What follows belongs to an exercise in optimizing a design on an open flow for small area, a short achievable clock period and few clock cycles; a production flow would make more cautious choices.
At most, simulation tests tie the RTL to the original design; equivalence was not proved.
Power figures rest on the tool's default switching activity, not on a simulated workload.

Setup of run P:
// pzip_packer
module pzip_packer (
    input  wire       clk,
    input  wire       rst,
    input  wire       in_valid,
    output wire       in_ready,
    input  wire [7:0] in_data,
    input  wire       in_last,
    output wire       out_valid,
    input  wire       out_ready,
    output wire [7:0] out_data,
    output reg        done,
    output reg  [3:0] tlen
);
    integer i;
    function automatic gtf(input [7:0] a, input [7:0] b);
        integer k;
        reg r;
        begin
            r = 1'b0;
            for (k = 0; k < 8; k = k + 1)
                r = (a[k] & ~b[k]) | (~(a[k] ^ b[k]) & r);
            gtf = r;
        end
    endfunction
    reg        ih_v, is_v;
    reg  [8:0] ih, is;
    wire       consume;
    wire       push_in = in_valid && in_rdy;
    reg        in_rdy;        
    assign in_ready = in_rdy;
    wire       ih_ld = !ih_v || consume;
    always @(posedge clk) begin
        if (rst) begin
            ih_v   <= 1'b0;
            is_v   <= 1'b0;
            in_rdy <= 1'b1;
        end else if (ih_ld) begin
            ih_v   <= is_v || push_in;
            is_v   <= 1'b0;
            in_rdy <= 1'b1;
        end else if (push_in) begin
            is_v   <= 1'b1;
            in_rdy <= 1'b0;
        end
    end
    always @(posedge clk) begin
        if (ih_ld)
            ih <= is_v ? is : {in_last, in_data};
        if (in_rdy)               
            is <= {in_last, in_data};
    end
    wire [7:0] x  = ih[7:0];
    wire       xl = ih[8];
    reg        ov, sv;
    reg  [7:0] ob, sb;
    wire       wpush;
    wire [7:0] wbyte;
    assign out_valid = ov;
    assign out_data  = ob;
    wire       wr_ok = !sv;
    wire       ob_ld = !ov || out_ready;
    always @(posedge clk) begin
        if (rst) begin
            ov <= 1'b0;
            sv <= 1'b0;
        end else if (ob_ld) begin
            ov <= sv || wpush;
            sv <= 1'b0;
        end else if (wpush) begin
            sv <= 1'b1;
        end
    end
    always @(posedge clk) begin
        if (ob_ld)
            ob <= sv ? sb : wbyte;
        if (!sv)                  
            sb <= wbyte;
    end
    reg  [7:0] sa [0:8];      
    reg  [3:0] rk [0:8];      
    reg  [3:0] cnt;           
  ...
export LEC_CHECK = 0
export CAP_MARGIN = 20
export CORE_MARGIN = 2
export CORE_UTILIZATION = 40
export CTS_BUF_LIST = sky130_fd_sc_hd__clkbuf_16
export CTS_CLUSTER_DIAMETER = 100
export CTS_CLUSTER_SIZE = 26
export SLEW_MARGIN = 20
create_clock -name core_clock -period 23.0 [get_ports {clk}]
standard.sh (not shown) runs the stock make flow with config.mk's settings and CLKGATE_MAP_FILE= SYNTH_SCRIPT=/design/flow/synth_recipe.tcl, a recipe that flattens the netlist after the stock synthesis.
==> flow/flow/run.sh <==
#!/bin/bash
# The standard layout, with the port buffers made of buf_4 cells instead of
# the cell buffer_ports picks by itself (a slow delay buffer on sky130hd).
set -euo pipefail
bash standard.sh 'BUFFER_PORTS_ARGS=-buffer_cell sky130_fd_sc_hd__buf_4' finish > standard_flow.log 2>&1
diff inputs: run P => run G
--- a/flow/design.v
+++ b/flow/design.v
@@ -98,19 +98,20 @@
     reg        c_raw;
     reg  [3:0] lo [1:8];      
     reg  [3:0] orv;
     reg        bw;
     always @(*) begin
         c_raw = 1'b0;
         orv   = 4'd0;
         for (i = 1; i < 9; i = i + 1) begin
-            {bw, lo[i]} = {1'b0, sa[i][3:0]} - {1'b0, sa[i-1][3:0]};
+            bw    = gtf({4'd0, sa[i-1][3:0]}, {4'd0, sa[i][3:0]});
             c_raw = c_raw | (bw ? (sa[i][7:4] != sa[i-1][7:4] + 4'd1)
                                 : (sa[i][7:4] != sa[i-1][7:4]));
+            lo[i] = sa[i][3:0] - sa[i-1][3:0];
             orv   = orv | lo[i];
         end
     end
     wire [3:0] bb = {orv[3], !orv[3] & orv[2], !orv[3] & !orv[2] & orv[1],
                      !orv[3] & !orv[2] & !orv[1]};
     wire [3:0] b_p1 = {1'b0, bb[2] | bb[3], bb[0] | bb[1], bb[1] | bb[3]};   
     wire [2:0] b_p2 = {!bb[0], bb[0] | bb[3], bb[0] | bb[2]};                
     reg  [31:0] pk1, pk2, pk3, pk4;
==> results.txt <==
- Count of inserted antenna diode cells in run G is 1 above run P.
- Of run G and run P, the lower fraction of synthesized cell area in xor and xnor cells belongs to run G.
- Going from run P to run G, number of nets in the synthesized netlist level, mean instance size in the synthesized netlist increased 0.27 um^2, number of standard cells in the final layout excluding fillers did not really move, fraction of power spent switching nets rose by 0.52 points.
- Run comparison: run G worst setup path endpoint rk[4][1]; run P worst setup path endpoint in_ready
- Of the two values seen for launch point of the critical path, in_rdy was produced by run P and ih[1] by run G.
- Looking at the reports, run P completed the entire flow and the layout it produced met the timing, DRC and antenna checks.
- Run G went all the way through the flow, and no timing, DRC or antenna check failed.
- Min met1 wire length across run G and run P: run P
- | fmax | higher: run P |
No functional check of the RTL was part of any run of this note.

Setup of alpha:
pzip_packer, a different RTL version from the one above (not shown whole).
Size: roughly 2,400 cells after synthesis, roughly 0.024 mm² of cells after synthesis.
Settings: LEC_CHECK=0, CAP_MARGIN=20, CORE_MARGIN=2, CORE_UTILIZATION=40, CTS_BUF_LIST=sky130_fd_sc_hd__clkbuf_16, CTS_CLUSTER_DIAMETER=100, CTS_CLUSTER_SIZE=26, SLEW_MARGIN=20; clock period 23.0 ns.
Scripts as last shown in full above: flow/flow/run.sh
### alpha -> beta
-- flow/design.v --
<<< alpha, line 47
        if (ih_ld)
            ih <= is_v ? is : {in_last, in_data};
        if (in_rdy)               
            is <= {in_last, in_data};
    end
>>> beta, line 47
        if (ih_ld)
            ih <= is_v ? is : {in_last, in_data};
        if (!ih_ld && push_in)
            is <= {in_last, in_data};
    end
<<< alpha, line 238
                      rle_w  ? 4'd2 :
                      rle_go ? 4'd0 : mc_p;
    reg  [9:0] xs_p;
    always @(*) begin
        for (i = 0; i < 10; i = i + 1)
            xs_p[i] = m_pop ? (mc == i + 1) : (mc == i);
    end
    wire [9:0] xs_d = {4'd0, orv[3], !orv[3] & orv[2], !orv[3] & !orv[2] & orv[1],
                       !orv[3] & !orv[2] & !orv[1], 2'd0};
>>> beta, line 238
                      rle_w  ? 4'd2 :
                      rle_go ? 4'd0 : mc_p;
    reg  [9:0] xs_0, xs_1;
    always @(*) begin
        for (i = 0; i < 10; i = i + 1) begin
            xs_0[i] = (mc == i);
            xs_1[i] = (mc == i + 1);
        end
    end
    wire [9:0] xs_p = m_pop ? xs_1 : xs_0;
    wire [9:0] xs_d = {4'd0, orv[3], !orv[3] & orv[2], !orv[3] & !orv[2] & orv[1],
                       !orv[3] & !orv[2] & !orv[1], 2'd0};
### Flow results
Worst stage delay on the critical path in beta vs alpha: down 0.28 ns
Placed standard-cell area: beta < alpha
Per the comparison of beta with alpha, post-route fraction of the period consumed by the critical path went down, flip-flop and latch share of the layout cell area picked up an extra 0.58 points, data arrival time of the worst path moved down, post-route non-filler standard cell count went up by 11.
Reported for beta and alpha, count of maximum capacitance violations turned out identical to the last digit.
Fmax on beta is up relative to alpha.
Total power: beta below alpha
Looking at synthesized netlist cell count, beta sits above alpha.
In beta, the final core utilization came out 0.40 points below the value in alpha.
Lower met3 usage in global routing among beta and alpha: beta
Testbench counts of beta, summed over its fixed seeds: cycles 39,539.
No functional check of the RTL was part of alpha.

pzip_packer, a different RTL version from the one above (not shown whole).
Size in the first run: ~340 flip-flops, ~28 I/O pins, ~25000 sq um of cells after synthesis.
==> flow/config.mk <==
export PLATFORM = sky130hd
export DESIGN_NAME = pzip_packer
export DESIGN_NICKNAME = pzip_packer
export VERILOG_FILES = /design/flow/design.v
export SDC_FILE = /design/flow/constraint.sdc
export NUM_CORES = 4
export LEC_CHECK = 0
export CAP_MARGIN = 20
export CORE_MARGIN = 2
export CORE_UTILIZATION = 40
export CTS_BUF_LIST = sky130_fd_sc_hd__clkbuf_16
export CTS_CLUSTER_DIAMETER = 100
export CTS_CLUSTER_SIZE = 26
export SLEW_MARGIN = 20
==> flow/constraint.sdc <==
create_clock -name core_clock -period 23.0 [get_ports {clk}]
set_input_delay 4.6000 -clock core_clock [delete_from_list [all_inputs] [get_ports {clk}]]
set_output_delay 4.6000 -clock core_clock [all_outputs]
set_load 0.01 [all_outputs]
Scripts as last shown in full above: flow/flow/run.sh
Change:
--- a/flow/design.v
+++ b/flow/design.v
@@ -39,21 +39,21 @@
             is_v   <= 1'b0;
             in_rdy <= 1'b1;
         end else if (push_in) begin
             is_v   <= 1'b1;
             in_rdy <= 1'b0;
         end
     end
     always @(posedge clk) begin
         if (ih_ld)
             ih <= is_v ? is : {in_last, in_data};
-        if (!ih_ld && push_in)
+        if (in_rdy)               
             is <= {in_last, in_data};
     end
     wire [7:0] x  = ih[7:0];
     wire       xl = ih[8];
     reg        ov, sv;
     reg  [7:0] ob, sb;
     wire       wpush;
     wire [7:0] wbyte;
     assign out_valid = ov;
     assign out_data  = ob;
@@ -333,37 +333,35 @@
                     ep <= E_IDLE;
                 default: ;
             endcase
         end
     end
     always @(posedge clk) begin
         if (ins && xl && cnt_e != 4'd8)
             el <= cnt_e + 4'd1;
         else if ((hand && pkt_last) || (rm && r_end && r_ext))
             el <= 4'd0;
-        if (dw)
-            tlen <= el;
-        if (rm)
-            rn <= (r_ext && !xl) ? rn_e + 8'd1 : rn_e;
+        tlen <= el;               
+        rn <= (r_ext && !xl) ? rn_e + 8'd1 : rn_e;    
         if (rec) begin
             rt <= h_pd ? b_p2 : h_raw ? 3'd1 : 3'd0;
             rc <= h_pd ? b_p1 : h_raw ? 4'd9 : 4'd2;
             rz <= h_pd;
         end else if ((ep_e == E_ET || ep_e == E_EP) && !rec_p)
             rc <= el;
         else if (m_pop)
             rc <= rc - 4'd1;
+        zd <= h_pd ? {pair(rk[5], rk[4]), pair(rk[3], rk[2]), pair(rk[1], rk[0])}
+                   : {zd[13:0], 7'd0};
         if (h_pd) begin
             za <= {20'd0, zi};
-            zd <= {pair(rk[5], rk[4]), pair(rk[3], rk[2]), pair(rk[1], rk[0])};
             zs <= 2'd0;
             zc <= 2'd0;
         end else if (zs != 2'd3) begin
             za <= hz;
-            zd <= {zd[13:0], 7'd0};
             zs <= zs + 2'd1;
         end else if (ep_e == E_Z && ch_v) begin
             za <= (zc == 2'd0) ? {za[23:0], 6'd0} : {za[21:0], 8'd0};
             zc <= zc + 2'd1;
         end
     end
 endmodule
The changed run went through all stages and came out clean; global-route usage rose by 0.73 points; total power drops by a quarter to a third; synthesized area shrinks slightly; clock-buffer cell count goes down by 1; via count hardly moves; die area came out lower slightly; setup slack is worse by 300 ps; register-to-register slack improved by 180 ps; synthesized cell count falls slightly; final cell count decreases slightly; wire length rose by a few percent; hold slack is worse by 57 ps; cell area drops slightly.
No run of this note included a check of the RTL's function; only the layout flow was run.

Another version of the RTL of pzip_packer (not shown whole).
For scale: about 2400 cells after synthesis, ~340 flip-flops, about 28 I/O pins.
==> flow/design.v (excerpt) <==
module pzip_packer (
    input  wire       clk,
    input  wire       rst,
    input  wire       in_valid,
    output wire       in_ready,
    input  wire [7:0] in_data,
    input  wire       in_last,
    output wire       out_valid,
    input  wire       out_ready,
    output wire [7:0] out_data,
    output reg        done,
    output reg  [3:0] tlen
);
    integer i;
    function automatic gtf(input [7:0] a, input [7:0] b);
        integer k;
        reg r;
        begin
            r = 1'b0;
            for (k = 0; k < 8; k = k + 1)
                r = (a[k] & ~b[k]) | (~(a[k] ^ b[k]) & r);
            gtf = r;
        end
    endfunction
    reg        ih_v, is_v;
    reg  [8:0] ih, is;
    wire       consume;
    wire       push_in = in_valid && in_rdy;
    reg        in_rdy;        
    assign in_ready = in_rdy;
    wire       ih_ld = !ih_v || consume;
    always @(posedge clk) begin
        if (rst) begin
            ih_v   <= 1'b0;
            is_v   <= 1'b0;
            in_rdy <= 1'b1;
        end else if (ih_ld) begin
            ih_v   <= is_v || push_in;
            is_v   <= 1'b0;
            in_rdy <= 1'b1;
        end else if (push_in) begin
            is_v   <= 1'b1;
            in_rdy <= 1'b0;
        end
    end
    always @(posedge clk) begin
  ...
export LEC_CHECK = 0
export CAP_MARGIN = 20
export CORE_MARGIN = 2
export CORE_UTILIZATION = 40
export CTS_BUF_LIST = sky130_fd_sc_hd__clkbuf_16
export CTS_CLUSTER_DIAMETER = 100
export CTS_CLUSTER_SIZE = 26
export SLEW_MARGIN = 20
create_clock -name core_clock -period 23.0 [get_ports {clk}]
Scripts as last shown in full above: flow/flow/run.sh
The first run completed with no timing, DRC or antenna violations.
Rerun with:
--- a/flow/design.v
+++ b/flow/design.v
@@ -99,36 +99,34 @@
     reg  [3:0] lo [1:8];      
     reg  [3:0] orv;
     reg        bw;
     always @(*) begin
         c_raw = 1'b0;
         orv   = 4'd0;
         for (i = 1; i < 9; i = i + 1) begin
-            {bw, lo[i]} = {1'b0, sa[i][3:0]} - {1'b0, sa[i-1][3:0]};
+            bw    = gtf({4'd0, sa[i-1][3:0]}, {4'd0, sa[i][3:0]});
             c_raw = c_raw | (bw ? (sa[i][7:4] != sa[i-1][7:4] + 4'd1)
                                 : (sa[i][7:4] != sa[i-1][7:4]));
+            lo[i] = sa[i][3:0] - sa[i-1][3:0];
             orv   = orv | lo[i];
         end
     end
-    wire [3:0] bb = {orv[3], !orv[3] & orv[2], !orv[3] & !orv[2] & orv[1],
-                     !orv[3] & !orv[2] & !orv[1]};
-    wire [3:0] b_p1 = {1'b0, bb[2] | bb[3], bb[0] | bb[1], bb[1] | bb[3]};   
-    wire [2:0] b_p2 = {!bb[0], bb[0] | bb[3], bb[0] | bb[2]};                
-    reg  [31:0] pk1, pk2, pk3, pk4;
+    wire [2:0] c_b = orv[3] ? 3'd4 : orv[2] ? 3'd3 : orv[1] ? 3'd2 : 3'd1;
+    reg  [31:0] pdl;          
     always @(*) begin
-        pk1 = 32'd0; pk2 = 32'd0; pk3 = 32'd0; pk4 = 32'd0;
+        pdl = 32'd0;
         for (i = 1; i < 9; i = i + 1) begin
-            pk1[32-i]        = lo[i][0];
-            pk2[33-2*i -: 2] = lo[i][1:0];
-            pk3[34-3*i -: 3] = lo[i][2:0];
-            pk4[35-4*i -: 4] = lo[i][3:0];
+            case (c_b)
+                3'd1: pdl[32-i]           = lo[i][0];
+                3'd2: pdl[33-2*i -: 2]    = lo[i][1:0];
+                3'd3: pdl[34-3*i -: 3]    = lo[i][2:0];
+                default: pdl[35-4*i -: 4] = lo[i][3:0];
+            endcase
         end
     end
-    wire [31:0] pdl = ({32{bb[0]}} & pk1) | ({32{bb[1]}} & pk2) |
-                      ({32{bb[2]}} & pk3) | ({32{bb[3]}} & pk4);
     wire [9:0] zi = {rk[8], 6'd0} + {1'b0, rk[8], 5'd0} + {4'd0, rk[8], 2'd0}
                   + {3'd0, rk[7], 3'd0} + {5'd0, rk[7], 1'b0} + {6'd0, rk[6]};
     function automatic [6:0] pair(input [3:0] h, input [3:0] l);
         pair = {h, 3'd0} + {2'd0, h, 1'b0} + {3'd0, l};
     endfunction
     wire [29:0] hz = {za[23:0], 6'd0} + {1'b0, za[23:0], 5'd0} + {4'd0, za[23:0], 2'd0}
                    + {23'd0, zd[20:14]};
@@ -224,15 +222,15 @@
             rk_p[i] = rk[i] + 4'd1;
     end
     always @(*) begin
         for (i = 1; i < 9; i = i + 1)
             rk_n[i] = (rk[i] > q) ? rk_p[i] : rk[i];
     end
     wire [3:0] mc_p = mc - {3'd0, m_pop};
-    wire [3:0] mc_k = h_pd   ? b_p1 :
+    wire [3:0] mc_k = h_pd   ? {1'b0, c_b} + 4'd1 :
                       rle_w  ? 4'd2 :
                       rle_go ? 4'd0 : mc_p;
     reg  [9:0] xs_p;
     always @(*) begin
         for (i = 0; i < 10; i = i + 1)
             xs_p[i] = m_pop ? (mc == i + 1) : (mc == i);
     end
@@ -330,32 +328,34 @@
         end
     end
     always @(posedge clk) begin
         if (ins && xl && cnt_e != 4'd8)
             el <= cnt_e + 4'd1;
         else if ((hand && pkt_last) || (rm && r_end && r_ext))
             el <= 4'd0;
-        tlen <= el;               
-        rn <= (r_ext && !xl) ? rn_e + 8'd1 : rn_e;    
+        if (dw)
+            tlen <= el;
+        if (rm)
+            rn <= (r_ext && !xl) ? rn_e + 8'd1 : rn_e;
         if (rec) begin
-            rt <= h_pd ? b_p2 : h_raw ? 3'd1 : 3'd0;
-            rc <= h_pd ? b_p1 : h_raw ? 4'd9 : 4'd2;
+            rt <= h_pd ? c_b + 3'd2 : h_raw ? 3'd1 : 3'd0;
+            rc <= h_pd ? {1'b0, c_b} + 4'd1 : h_raw ? 4'd9 : 4'd2;
             rz <= h_pd;
         end else if ((ep_e == E_ET || ep_e == E_EP) && !rec_p)
             rc <= el;
         else if (m_pop)
             rc <= rc - 4'd1;
-        zd <= h_pd ? {pair(rk[5], rk[4]), pair(rk[3], rk[2]), pair(rk[1], rk[0])}
-                   : {zd[13:0], 7'd0};
         if (h_pd) begin
             za <= {20'd0, zi};
+            zd <= {pair(rk[5], rk[4]), pair(rk[3], rk[2]), pair(rk[1], rk[0])};
             zs <= 2'd0;
             zc <= 2'd0;
         end else if (zs != 2'd3) begin
             za <= hz;
+            zd <= {zd[13:0], 7'd0};
             zs <= zs + 2'd1;
         end else if (ep_e == E_Z && ch_v) begin
             za <= (zc == 2'd0) ? {za[23:0], 6'd0} : {za[21:0], 8'd0};
             zc <= zc + 2'd1;
         end
     end
 endmodule
What happened:
- worst setup slack loses 0.24 ns
- via count went up by 3.9%
- register-to-register slack loses 0.48 ns
- clock power went up by 22%
- wire length went up by 3.7%
- global-route usage went up by 0.45 points
- area after synthesis went up by 1.3%
- combinational power went down by 43%
- total power went down by 26%
No functional check of the RTL was part of any run of this note.

[separate check: timing with driven ports]
No port has a modelled driver above. Below, the same layouts with a new extraction and two added sets of constraints. Step 1: set_driving_cell puts a clkbuf_16 on clk and a buf_2 on each other input, an assumption about the parent block. Step 2 times the ports against the registers' clock, not the clock port: input delays grow and output delays shrink by t, the midpoint of the rising clock arrivals with the driver on. a / b / c = no drivers / after step 1 / after step 2; a / b = the first two.
| run | t, ns | setup WS [ns] | hold WS [ns] | slew at the worst register clock pin (ns) | cell pins on the clock port's net |
|---|---|---|---|---|---|
| run P | 0.603 | 17.019 / 16.961 / 17.257 | 0.412 / 0.412 / 0.412 | 0.11 / 0.11 | 1 |
| run G | 0.615 | 16.822 / 16.822 / 16.822 | 0.409 / 0.409 / 0.409 | 0.11 / 0.11 | 1 |
| alpha | 0.595 | 16.953 / 16.895 / 17.162 | 0.424 / 0.424 / 0.424 | 0.11 / 0.11 | 1 |
| beta | 0.604 | 17.313 / 17.254 / 17.235 | 0.433 / 0.433 / 0.433 | 0.12 / 0.12 | 1 |
| the first run of note 3 | 0.603 | 17.219 / 17.160 / 17.184 | 0.465 / 0.465 / 0.465 | 0.11 / 0.11 | 1 |
| the second run of note 3 | 0.605 | 16.923 / 16.865 / 17.219 | 0.409 / 0.409 / 0.409 | 0.11 / 0.11 | 1 |
| the first run of note 4 | 0.592 | 17.326 / 17.270 / 17.236 | 0.412 / 0.412 / 0.412 | 0.11 / 0.11 | 1 |
| the second run of note 4 | 0.607 | 17.091 / 17.091 / 17.091 | 0.474 / 0.474 / 0.474 | 0.11 / 0.11 | 1 |
After both steps setup and hold are still met in every run listed. For the first run of note 4, which loses most, drivers alone change the setup slack by -0.056 ns; drivers and shift together by -0.090 ns.
